From an optimization exercise on the open Yosys and OpenROAD flow, aimed at small area, a short achievable clock period and few clock cycles; shortcuts taken in it are not production practice.
Only simulation tests tie the RTL to the original design; equivalence was not proved.
Power and IR drop assume default switching activity.

Design codec_unit, start of the top module:
module codec_unit (
    input  wire        clk,
    input  wire        rst,
    input  wire        reg_we,
    input  wire [3:0]  reg_addr,
    input  wire [31:0] reg_wdata,
    output wire        busy,
    output reg  [6:0]  status,
    output reg  [31:0] rcnt,
    output wire [31:0] rcons,
    output reg         mem_valid,
    output reg         mem_we,
    output wire [31:0] mem_addr,
    output reg  [7:0]  mem_wdata,
    input  wire        mem_ready,
    input  wire [7:0]  mem_rdata
);
For scale: about 4000 cells after synthesis, ~400 flip-flops, about 160 I/O pins.
clock: 12.0 ns
lec_check: 0
cap_margin: 20
core_margin: 2
core_utilization: 40
slew_margin: 20
run.sh (not shown) runs the stock make flow with config.mk's settings and CLKGATE_MAP_FILE= SYNTH_SCRIPT=/design/flow/synth_recipe.tcl, a recipe that flattens the netlist after the stock synthesis.
Testbench counts at the start, summed over its fixed seeds: cycles 222,808.
Change:
--- a/flow/design.v
+++ b/flow/design.v
@@ -156,23 +156,34 @@
             X_ARG:   xv = arg_r;
             default: xv = dst_r;
         endcase
     end
     wire [35:0] xs  = {4'd0, xv} << sh;
     wire [35:0] bv  = b_sm ? {30'd0, bsm} : xs;
     wire [35:0] bop = inv ? ~bv : bv;
-    wire [35:0] y   = aop + bop + {35'd0, cin};
+    wire [36:0] ysum = {aop, 1'b1} + {bop, cin};
+    wire [35:0] y    = ysum[36:1];
     wire        yneg = y[35];
     wire        ylo0 = (y[31:0] == 32'd0);
     wire        ytop = (y[35:32] != 4'd0) && ((y[35:32] != 4'd1) || !ylo0);   
     wire        ypos = !y[35] && ((y[34:32] != 3'd0) || !ylo0);             
     wire        yslen = (y[35:32] == 4'd0) && (y[31:0] == slen_r);
     wire [2:0] ewb = (ew_r == 2'd0) ? 3'd1 : (ew_r == 2'd1) ? 3'd2 : 3'd4;
     wire [1:0] ewl = ew_r[1] ? 2'd3 : {1'b0, ew_r[0]};       
     wire rcnt_one = (rcnt == 32'd1);
+    reg [31:0] rcnt_dec;
+    always @(*) begin : rdec
+        reg bi;
+        integer i;
+        bi = 1'b1;
+        for (i = 0; i < 32; i = i + 1) begin
+            rcnt_dec[i] = rcnt[i] ^ bi;
+            bi = bi & !rcnt[i];
+        end
+    end
     wire xfer = mem_valid && mem_ready;
     function [7:0] lmask;
         input [5:0] n;
         begin
             lmask = (n >= 6'd8) ? 8'hFF : ~(8'hFF << n[2:0]);
         end
     endfunction
@@ -392,14 +403,39 @@
                     end
                 endcase
             end
             default: ;    
         endcase
     end
     assign mem_addr = mem_we ? waddr : raddr;
+    function [31:0] step;
+        input [31:0] p;
+        input [3:0]  d;
+        reg   [3:0]  lo;
+        reg   [28:0] inc, dec;
+        reg          ci, bi;
+        integer      i;
+        begin
+            lo = {1'b0, p[2:0]} + {1'b0, d[2:0]};
+            ci = 1'b1;
+            bi = 1'b1;
+            for (i = 0; i < 29; i = i + 1) begin
+                inc[i] = p[i + 3] ^ ci;
+                dec[i] = p[i + 3] ^ bi;
+                ci = ci & p[i + 3];
+                bi = bi & !p[i + 3];
+            end
+            if (lo[3] == d[3])
+                step = {p[31:3], lo[2:0]};
+            else if (lo[3])
+                step = {inc, lo[2:0]};
+            else
+                step = {dec, lo[2:0]};
+        end
+    endfunction
     reg [3:0] rdl, wdl;      
     reg [2:0] ac_op;
     reg [1:0] rc_op;
     reg       fin;
     reg [6:0] fin_st;
     task finish_ok;
         input [2:0] a;
@@ -799,26 +835,26 @@
                     end
                 end
             endcase
         end
         default: state <= S_IDLE;
         endcase
         if (!idle) begin
-            raddr <= raddr + {{28{rdl[3]}}, rdl};
-            waddr <= waddr + {{28{wdl[3]}}, wdl};
+            raddr <= step(raddr, rdl);
+            waddr <= step(waddr, wdl);
         end
         case (ac_op)
             AC_Y:    acc <= y[33:0];
             AC_HALF: acc <= y[34:1];
             AC_SHL2: acc <= {acc[31:0], 2'b00};
             AC_ZERO: acc <= 34'd0;
             default: ;
         endcase
         case (rc_op)
-            RC_DEC:  rcnt <= rcnt - 32'd1;
+            RC_DEC:  rcnt <= rcnt_dec;
             RC_Y:    rcnt <= y[31:0];
             RC_ZERO: rcnt <= 32'd0;
             default: ;
         endcase
         if (fin) begin
             status <= fin_st;
             state  <= S_IDLE;
Count of clock-buffer cells in the layout came out lower by 8.
Clock power came out lower by a few percent.
Synthesized area came out higher slightly.
Setup slack gets worse by 160 ps.
Power came out higher by roughly a tenth.
Design area came out higher slightly.
Sequential share of layout area came out higher by 1.5 points.
Combinational power came out higher by a quarter to a third.
Register-to-register slack gets worse by 160 ps.
Maximum frequency came out lower slightly.
Global-route usage is about the same.
Via count came out higher slightly.
Die area came out higher slightly.
Non-clock buffer count came out lower by 1.
Testbench counts after the change, summed over its fixed seeds: cycles 222,808.

afterwards: timing with drivers on the ports:
In the flow no input, the clock included, has a driving cell. The finished layouts below were timed again as built, in two steps. Step 1 (the two cells are an assumption about what drives the block):
set clk [get_ports {clk}]
set_driving_cell -lib_cell sky130_fd_sc_hd__clkbuf_16 $clk
set_driving_cell -lib_cell sky130_fd_sc_hd__buf_2 [delete_from_list [all_inputs] $clk]
Step 2 times the ports against the registers' clock, not the clock port: input delays grow and output delays shrink by t, the midpoint of the rising clock arrivals with the driver on. a / b / c = no drivers / after step 1 / after step 2; a / b = the first two.
| run | t, ns | setup WS [ns] | worst setup path at the end | pins driven straight from the clock port |
|---|---|---|---|---|
| the first run | 0.681 | 1.327 / 1.327 / 1.327 | register to register | 1 |
| the second run | 0.687 | 1.163 / 1.163 / 1.163 | register to register | 1 |
After both steps every run listed still meets setup and hold.
